This design comes from an exercise in tuning for small area, a short achievable clock period and few clock cycles per item on the open sky130 flow, not from production work.
Function was checked by simulation only, so behaviour that the tests miss may differ from the original.

==> design/flow/design.v <==
module fp_mul32 (
    input  wire [31:0] a,
    input  wire [31:0] b,
    output reg  [31:0] y
);
    wire        sa = a[31];
    wire        sb = b[31];
    wire [7:0]  ea = a[30:23];
    wire [7:0]  eb = b[30:23];
    wire [22:0] fa = a[22:0];
    wire [22:0] fb = b[22:0];
    wire        sy = sa ^ sb;
    wire a_nan  = (ea == 8'hFF) && (fa != 23'd0);
    wire b_nan  = (eb == 8'hFF) && (fb != 23'd0);
    wire a_inf  = (ea == 8'hFF) && (fa == 23'd0);
    wire b_inf  = (eb == 8'hFF) && (fb == 23'd0);
    wire a_zero = (ea == 8'h00) && (fa == 23'd0);
    wire b_zero = (eb == 8'h00) && (fb == 23'd0);
    wire [23:0] ma = {ea != 8'h00, fa};
    wire [23:0] mb = {eb != 8'h00, fb};
    wire [9:0]  ea_eff = (ea == 8'h00) ? 10'd1 : {2'b00, ea};
    wire [9:0]  eb_eff = (eb == 8'h00) ? 10'd1 : {2'b00, eb};
    wire [47:0] prod = ma * mb;
    reg [5:0] lz;
    integer i;
    always @* begin
        lz = 6'd47;
        for (i = 0; i < 48; i = i + 1)
            if (prod[i]) lz = 6'd47 - i[5:0];
    end
    wire [47:0] pn = prod << lz;
    wire signed [11:0] bexp = $signed({2'b00, ea_eff}) + $signed({2'b00, eb_eff})
                            - 12'sd126 - $signed({6'b0, lz});
    reg  [47:0] ps;
    reg         sh_sticky;
    wire [11:0] rsh = 12'sd1 - bexp;
    always @* begin
        if (bexp >= 12'sd1) begin
            ps = pn;
            sh_sticky = 1'b0;
        end else begin
            if (rsh > 12'd48) begin
                ps = 48'd0;
                sh_sticky = (pn != 48'd0);
            end else begin
                ps = pn >> rsh[5:0];
                sh_sticky = ((pn << (6'd48 - rsh[5:0])) != 48'd0);
            end
        end
    end
    wire [7:0]  exp_field = (bexp >= 12'sd1) ? bexp[7:0] : 8'd0;
    wire [22:0] frac      = ps[46:24];
    wire        guard     = ps[23];
    wire        sticky    = (ps[22:0] != 23'd0) | sh_sticky;
    wire        round_up  = guard & (sticky | frac[0]);
    wire [30:0] rounded   = {exp_field, frac} + {30'd0, round_up};
    always @* begin
        if (a_nan || b_nan || (a_inf && b_zero) || (b_inf && a_zero))
            y = 32'h7FC00000;
        else if (a_inf || b_inf)
            y = {sy, 8'hFF, 23'd0};
        else if (a_zero || b_zero)
            y = {sy, 31'd0};
        else if (bexp >= 12'sd255)
            y = {sy, 8'hFF, 23'd0};
        else
            y = {sy, rounded};
    end
endmodule
module pix_decode (
    input  wire [4:0]  k,
    output reg  [31:0] dec_val
);
    always @* begin
        case (k)
            5'd0: dec_val = 32'h00000000;
            5'd1: dec_val = 32'h3D042108;
            5'd2: dec_val = 32'h3D842108;
            5'd3: dec_val = 32'h3DC6318C;
            5'd4: dec_val = 32'h3E042108;
            5'd5: dec_val = 32'h3E25294A;
            5'd6: dec_val = 32'h3E46318C;
            5'd7: dec_val = 32'h3E6739CE;
            5'd8: dec_val = 32'h3E842108;
            5'd9: dec_val = 32'h3E94A529;
            5'd10: dec_val = 32'h3EA5294A;
            5'd11: dec_val = 32'h3EB5AD6B;
            5'd12: dec_val = 32'h3EC6318C;
            5'd13: dec_val = 32'h3ED6B5AD;
            5'd14: dec_val = 32'h3EE739CE;
            5'd15: dec_val = 32'h3EF7BDEF;
            5'd16: dec_val = 32'h3F042108;
            5'd17: dec_val = 32'h3F0C6319;
            5'd18: dec_val = 32'h3F14A529;
            5'd19: dec_val = 32'h3F1CE73A;
            5'd20: dec_val = 32'h3F25294A;
            5'd21: dec_val = 32'h3F2D6B5B;
            5'd22: dec_val = 32'h3F35AD6B;
            5'd23: dec_val = 32'h3F3DEF7C;
            5'd24: dec_val = 32'h3F46318C;
            5'd25: dec_val = 32'h3F4E739D;
            5'd26: dec_val = 32'h3F56B5AD;
            5'd27: dec_val = 32'h3F5EF7BE;
            5'd28: dec_val = 32'h3F6739CE;
            5'd29: dec_val = 32'h3F6F7BDF;
            5'd30: dec_val = 32'h3F77BDEF;
            default:dec_val = 32'h3F800000;
        endcase
    end
endmodule
module pix_encode (
    input  wire [31:0] c,
    output reg  [4:0]  q
);
    localparam [31:0] S   = 32'h41FFFDF4;
    localparam [31:0] ONE = 32'h3F800000;
    wire is_nan = (c[30:23] == 8'hFF) && (c[22:0] != 23'd0);
    reg  [31:0] cc;
    always @* begin
        if (c[31])
            cc = 32'd0;                 
        else if (c[30:0] > ONE[30:0])
            cc = ONE;                   
        else
            cc = c;
    end
    wire [31:0] t;
    fp_mul32 u_mul (.a(cc), .b(S), .y(t));
    wire [23:0] sig = {1'b1, t[22:0]};
    wire [7:0]  te  = t[30:23];
    always @* begin
        if (is_nan || te < 8'd127)
            q = 5'd0;
        else
            q = sig[23:19] >> (8'd131 - te);
    end
endmodule
module texel_addr (
    input  wire [31:0] x,
    input  wire [3:0]  scale,      
    output reg  [11:0] pos
);
    wire [7:0]  e   = x[30:23];
    wire [23:0] sig = {1'b1, x[22:0]};
    wire [11:0] maxpos = (12'd1 << scale) - 12'd1;
    wire [8:0]  rs = 9'd150 - {1'b0, e} - {5'd0, scale};    
    wire [23:0] shifted = sig >> rs[4:0];
    always @* begin
        if (x[31])
            pos = 12'd0;
        else if (e >= 8'd127)
            pos = maxpos;
        else if (e == 8'd0)
            pos = 12'd0;                       
        else if ({1'b0, e} + {5'd0, scale} < 9'd127)
            pos = 12'd0;                       
        else
            pos = shifted[11:0];
    end
endmodule
module crs_frag_core (
    input  wire        clk,
    input  wire        rst,             
    input  wire        cfg_textured,
    input  wire [1:0]  cfg_mode,        
    input  wire [15:0] cfg_clut_x,
    input  wire [15:0] cfg_clut_y,
    input  wire [31:0] cfg_mod_r,
    input  wire [31:0] cfg_mod_g,
    input  wire [31:0] cfg_mod_b,
    input  wire        frag_valid,
    output wire        frag_ready,
    input  wire [31:0] frag_u,
    input  wire [31:0] frag_v,
    input  wire [31:0] frag_r,
    input  wire [31:0] frag_g,
    input  wire [31:0] frag_b,
    input  wire [15:0] frag_dst_x,
    input  wire [15:0] frag_dst_y,
    output reg         tex_en,
    output reg  [18:0] tex_addr,        
    input  wire [15:0] tex_rdata,
    output reg         clut_en,
    output reg  [18:0] clut_addr,       
    input  wire [15:0] clut_rdata,
    output wire        res_valid,
    input  wire        res_ready,
    output reg  [1:0]  res_status,      
    output reg         res_mask,
    output reg  [15:0] res_word,
    output reg  [18:0] res_addr         
);
    localparam [2:0] S_IDLE = 3'd0,
                     S_ADDR = 3'd1,
                     S_TEX  = 3'd2,
                     S_CLUT = 3'd3,
                     S_MOD  = 3'd4,
                     S_ENC  = 3'd5,
                     S_OUT  = 3'd6;
    reg [2:0] state;
    reg [31:0] f_u, f_v, f_r, f_g, f_b;
    reg [15:0] f_dx, f_dy;
    reg [1:0]  f_sub;
    reg [15:0] color;               
    reg [31:0] p_r, p_g, p_b;       
    assign frag_ready = (state == S_IDLE);
    assign res_valid  = (state == S_OUT);
    wire shade   = !cfg_textured;
    wire cfg_bad = cfg_textured && (cfg_mode == 2'd3);
    wire [3:0] col_scale = (cfg_mode == 2'd0) ? 4'd12 :
                           (cfg_mode == 2'd1) ? 4'd11 : 4'd10;
    wire [11:0] px;
    wire [11:0] py;
    texel_addr u_col (.x(f_u), .scale(col_scale), .pos(px));
    texel_addr u_row (.x(f_v), .scale(4'd9),      .pos(py));
    reg [9:0] tcol;
    reg [1:0] tsub;
    always @* begin
        case (cfg_mode)
            2'd0:    begin tcol = px[11:2]; tsub = px[1:0];        end
            2'd1:    begin tcol = px[10:1]; tsub = {1'b0, px[0]};  end
            default: begin tcol = px[9:0];  tsub = 2'd0;           end
        endcase
    end
    reg [7:0] idx;
    always @* begin
        if (cfg_mode == 2'd0)
            idx = {4'd0, tex_rdata[f_sub*4 +: 4]};
        else
            idx = f_sub[0] ? tex_rdata[15:8] : tex_rdata[7:0];
    end
    wire [16:0] cx_sum = {1'b0, cfg_clut_x} + {9'd0, idx};
    wire [9:0]  cx = (cx_sum > 17'd1023) ? 10'd1023 : cx_sum[9:0];
    wire [8:0]  cy = (cfg_clut_y > 16'd511) ? 9'd511 : cfg_clut_y[8:0];
    wire [9:0] dx = (f_dx > 16'd1023) ? 10'd1023 : f_dx[9:0];
    wire [8:0] dy = (f_dy > 16'd511)  ? 9'd511   : f_dy[8:0];
    wire [31:0] d_r, d_g, d_b;
    pix_decode u_dec_r (.k(color[4:0]),   .dec_val(d_r));
    pix_decode u_dec_g (.k(color[9:5]),   .dec_val(d_g));
    pix_decode u_dec_b (.k(color[14:10]), .dec_val(d_b));
    wire [31:0] m_r, m_g, m_b;
    fp_mul32 u_mod_r (.a(d_r), .b(cfg_mod_r), .y(m_r));
    fp_mul32 u_mod_g (.a(d_g), .b(cfg_mod_g), .y(m_g));
    fp_mul32 u_mod_b (.a(d_b), .b(cfg_mod_b), .y(m_b));
    wire [31:0] e_r = shade ? f_r : p_r;
    wire [31:0] e_g = shade ? f_g : p_g;
    wire [31:0] e_b = shade ? f_b : p_b;
    wire [4:0]  q_r, q_g, q_b;
    pix_encode u_enc_r (.c(e_r), .q(q_r));
    pix_encode u_enc_g (.c(e_g), .q(q_g));
    pix_encode u_enc_b (.c(e_b), .q(q_b));
    wire        out_mask = shade ? 1'b0 : color[15];
    always @* begin
        tex_en    = (state == S_ADDR) && !shade && !cfg_bad;
        tex_addr  = {py[8:0], tcol};
        clut_en   = (state == S_TEX) && (cfg_mode != 2'd2);
        clut_addr = {cy, cx};
    end
    always @(posedge clk) begin
        if (rst) begin
            state      <= S_IDLE;
            res_status <= 2'd0;
            res_mask   <= 1'b0;
            res_word   <= 16'd0;
            res_addr   <= 19'd0;
        end else begin
            case (state)
                S_IDLE: if (frag_valid) begin
                    f_u   <= frag_u;
                    f_v   <= frag_v;
                    f_r   <= frag_r;
                    f_g   <= frag_g;
                    f_b   <= frag_b;
                    f_dx  <= frag_dst_x;
                    f_dy  <= frag_dst_y;
                    state <= S_ADDR;
                end
                S_ADDR: begin
                    res_addr <= {dy, dx};
                    f_sub    <= tsub;
                    if (cfg_bad) begin
                        res_status <= 2'd2;
                        res_mask   <= 1'b0;
                        res_word   <= 16'd0;
                        state      <= S_OUT;
                    end else if (shade) begin
                        color <= 16'd0;
                        state <= S_ENC;
                    end else begin
                        state <= S_TEX;
                    end
                end
                S_TEX: begin
                    if (cfg_mode == 2'd2) begin
                        color <= tex_rdata;
                        state <= S_MOD;
                    end else begin
                        state <= S_CLUT;
                    end
                end
                S_CLUT: begin
                    color <= clut_rdata;
                    if (clut_rdata == 16'd0) begin
                        res_status <= 2'd1;
                        res_mask   <= 1'b0;
                        res_word   <= 16'd0;
                        state      <= S_OUT;
                    end else begin
                        state <= S_MOD;
                    end
                end
                S_MOD: begin
                    p_r   <= m_r;
                    p_g   <= m_g;
                    p_b   <= m_b;
                    state <= S_ENC;
                end
                S_ENC: begin
                    res_status <= 2'd0;
                    res_mask   <= out_mask;
                    res_word   <= {out_mask, q_b, q_g, q_r};
                    state      <= S_OUT;
                end
                S_OUT: if (res_ready) state <= S_IDLE;
                default: state <= S_IDLE;
            endcase
        end
    end
endmodule
==> design/flow/run.sh <==
#!/bin/bash
# synth_recipe.tcl (not shown) runs the flow's synth.tcl, then flattens the netlist and writes it again
# the make line also repeats each setting of config.mk as NAME=value (left out here)
make -C /OpenROAD-flow-scripts/flow DESIGN_CONFIG=/design/flow/config.mk WORK_HOME=/design/flow/orfs CLKGATE_MAP_FILE= SYNTH_SCRIPT=/design/flow/synth_recipe.tcl finish
==> design/flow/config.mk <==
export PLATFORM = sky130hd
export DESIGN_NAME = crs_frag_core
export DESIGN_NICKNAME = crs_frag_core
export VERILOG_FILES = /design/flow/design.v
export SDC_FILE = /design/flow/constraint.sdc
export NUM_CORES = 4
export LEC_CHECK = 0
export CAP_MARGIN = 20
export CORE_MARGIN = 2
export CORE_UTILIZATION = 40
export SETUP_SLACK_MARGIN = 0.5
export SLEW_MARGIN = 20
==> design/flow/constraint.sdc <==
create_clock -name core_clock -period 20.0 [get_ports {clk}]
set_input_delay 4.0000 -clock core_clock [delete_from_list [all_inputs] [get_ports {clk}]]
set_output_delay 4.0000 -clock core_clock [all_outputs]
set_load 0.01 [all_outputs]
==> results.cfg <==
[route]
wirelength_um = 661600
wl_met3_um = 58600
drc = 0
route.met2.wl_um = 285700
wire_per_inst_um = 27.10
drt_first_iter_violations = 18621
top_layer = met5
wirelength_met1_um = 286900
vias = 152645
drtPass1Iterations = 7
via_per_inst = 6.252
final_antenna_net_count = 0

[clock_network]
path_clk_slew_ns = 0.06
cts_buffers = 51
cts-hold-fix-buffers = 0
cts_max_level = 2
root_buffer = clkbuf_16
cts_max_path_buffers = 3
clk_latency_ns = 0.80
tritoncts = yes
cts.sinks = 382

[yosys]
ys.flop_type = edfxtp_1
synth-seq-cells = 382
yosys_warnings = 5
async_flop_share = 0
avgSynthCellArea_um2 = 8.078
yosysSeqAreaShare = 0.06990
synth-edff-count = 306
syn_inst = 18967
syn_nets = 22401
netlist_area_um2 = 153200
netlist-cell-type-count = 158

[worst_setup_path]
worstPathArrival_ns = 19.54
start_kind = primary input
reg2reg_to = res_word[14]
cp-end-kind = flop
path_buf_inv = 11
max_stage_delay_ns = 0.68
r2r_slack_ns = 4.14
r2r_cells = 51
crit_path_max_fanout = 36
critPathTopFamily = simple AND/OR/NAND/NOR gates
reg2reg_from = f_b[2]
path_class = in -> reg
critPathSlowestCell = a211oi_1
worstPathRequired_ns = 20.73

[floorplanning]
core_um2 = 381700
dieArea_um2 = 388000
rows = 227
start_util = 0.4014
ios = 439
die_y_um = 622.9
die_x_um = 622.9

[timing]
rsz0062_at_grt = true
max_freq_mhz = 53.15
hold_slack_ns = 0.4579
finalSetupViolCount = 0
post-route-min-period_ns = 18.82
fin_setup_tns_ns = 0
final-hold-violation-count = 0
worst_clock_skew_ns = 0.08520
min_period_over_period = 0.9408
slew_violations = 0
relSlewSlack = 0.1698
tightest_slew_ns = 1.242

[worst_hold_path]
hp-start = res_status[1]
hold_depth = 2
worstHoldPathType = reg -> reg
min_to = res_status[1]

[run_status]
run_status = finished clean

[global_routing]
grt_pass1_wl_um = 983100
grt_max_degree = 77
grt_pass1_vias = 148130
grt_overflow = 0
antenna_found_initial = 55
track_usage = 0.3304

[finish]
fillers = 38849
layout.cells.non_filler = 24414
layout.nets = 22744
drive_gt1_frac = 0.09028
area_delta_synth_final_pct = 9.967

[placement]
placed_cells = 24283
place_hpwl_um = 552600
globalplace.congestion = 1.061
portBuffers = 438

[job]
maxCapViolCount = 0
cells in the mapped netlist, types with 176 or more instances:
library cell | number | share of area
nor3_1 | 627 | 0.020
ha_1 | 1191 | 0.097
clkbuf_1 | 666 | 0.016
buf_2 | 179 | 0.0058
nor2_1 | 1283 | 0.031
nand2_1 | 1506 | 0.037
nor4_1 | 203 | 0.0083
edfxtp_1 | 306 | 0.060
xnor2_1 | 303 | 0.017
inv_1 | 2581 | 0.063
a211oi_1 | 330 | 0.016
o22ai_1 | 180 | 0.0073
a21o_1 | 235 | 0.012
nand3_1 | 558 | 0.018
mux2_2 | 176 | 0.013
nand4_1 | 182 | 0.0074
mux2i_1 | 345 | 0.023
o211ai_1 | 295 | 0.014
a21oi_1 | 971 | 0.032
o21ai_0 | 776 | 0.025
and2_1 | 522 | 0.021
fa_1 | 1884 | 0.25
timing repair:
| item | in CTS | in global routing |
|---|---|---|
| resized for setup | 2 | 116 |
| endpoints found under the setup margin | 5 | 25 |
| pin swaps | 0 | 11 |
| setup buffers | 0 | 12 |
| gates cloned | 0 | 0 |
metrics by stage:
step           worst slack (ns)  instance area [µm²]  utilization
5_1_grt                  0.4055               168500       0.4413
6_report                  1.184               168500       0.4414
3_5_place_dp            -0.7090               166200       0.4353
4_1_cts                  0.5055               167800       0.4397
2_1_floorplan            0.5557               153300            -
3_3_place_gp            -0.6454               166100       0.4352
worst reg2reg max path: cells and delay by family (launching register included):
family	cells	cell delay (ns)
muxes	2	0.74
AOI/OAI and AO/OA	17	4.11
and+or+nand+nor	15	4.48
DFF	1	0.54
buffers and inverters	8	1.67
adders and majority gates	9	4.29
sequential cells by signal (all words and copies together), names as in the netlist, 2 cells and up:
register / count
res_addr: 19
f_sub: 2
color: 16
state: 3
d_r: 12
f_v: 32
p_b: 32
f_g: 32
f_b: 32
f_r: 32
d_g: 12
f_u: 32
res_word: 15
res_status: 2
p_r: 32
p_g: 32
f_dx: 16
f_dy: 16
d_b: 12
per-layer routing:
| metal | up-vias | track usage |
|---|---|---|
| li1 | 68152 | - |
| met1 | 75312 | 0.4651 |
| met2 | 7856 | 0.5045 |
| met3 | 1315 | 0.05525 |
| met4 | 10 | 0.1275 |
| met5 | - | 0 |
cells by family after synthesis:
group	synth area share
buffers and inverters	0.09325
XOR/XNOR	0.02768
multiplexers	0.04526
AO/OA/AOI/OAI	0.2351
adder cells (fa/ha/maj)	0.3434
AND/OR/NAND/NOR	0.1854
flip-flops	0.06990
how the worst max path moves through the flow:
| stage | start | to | depth (start not counted) |
|---|---|---|---|
| floorplan | cfg_textured | res_word[12] | 72 |
| global placement | cfg_textured | res_word[13] | 56 |
| detailed placement | cfg_textured | res_word[14] | 61 |
| CTS | cfg_textured | res_word[13] | 66 |
| global route | cfg_textured | res_word[2] | 67 |
| finish | cfg_textured | res_word[4] | 55 |
placed cells by master (no fill, tap or decap), types with 295 or more instances in the layout:
cell / Yosys / layout
clkdlybuf4s50_1: 0 / 436
nand2_1: 1506 / 1501
mux2i_1: 345 / 344
nor3_1: 627 / 614
inv_1: 2581 / 2567
nand3_1: 558 / 557
a21oi_1: 971 / 965
o211ai_1: 295 / 295
o21ai_0: 776 / 770
nor2_1: 1283 / 1267
fa_1: 1884 / 1878
edfxtp_1: 306 / 306
and2_1: 522 / 518
ha_1: 1191 / 1182
a211oi_1: 330 / 327
buf_4: 46 / 843
cell type report:
class	count	area [µm²]	share of cell area
clock buffers	62	1338	0.007939
flip-flops and latches	382	10720	0.06360
diodes	25	62.56	0.0003713
clock inverters	32	332.8	0.001975
repair buffers	1292	10920	0.06482
multi-input cells	14968	129000	0.7655
well taps	5038	6304	0.03741
inverters	2615	9832	0.05836
Testbench counts, summed over its fixed seeds: cycles 55,130, items 9,600.

==> port drivers added, routing unchanged <==
The flow's constraints put no driver on any port. The routed layout listed below was extracted and timed again, unchanged, in two steps.
Step 1 assumes that a clkbuf_16 drives the clock port and a buf_2 every other input.
Step 2 adds t to the input delays and takes it off the output delays; t is the mean of the earliest and latest rising clock arrival at the registers after step 1. Input paths then give back, and output paths get back, about the clock's delay inside the block.
Slacks: ideal ports / drivers / drivers and shift; pairs: ideal ports / drivers.
t, ns: 0.843
setup WS [ns]: 1.184 / 1.234 / 0.392
pins driven straight from the clock port: 1
After both steps setup and hold are still met in this run. For this run, drivers alone change the setup slack by +0.050 ns; drivers and shift together by -0.792 ns.
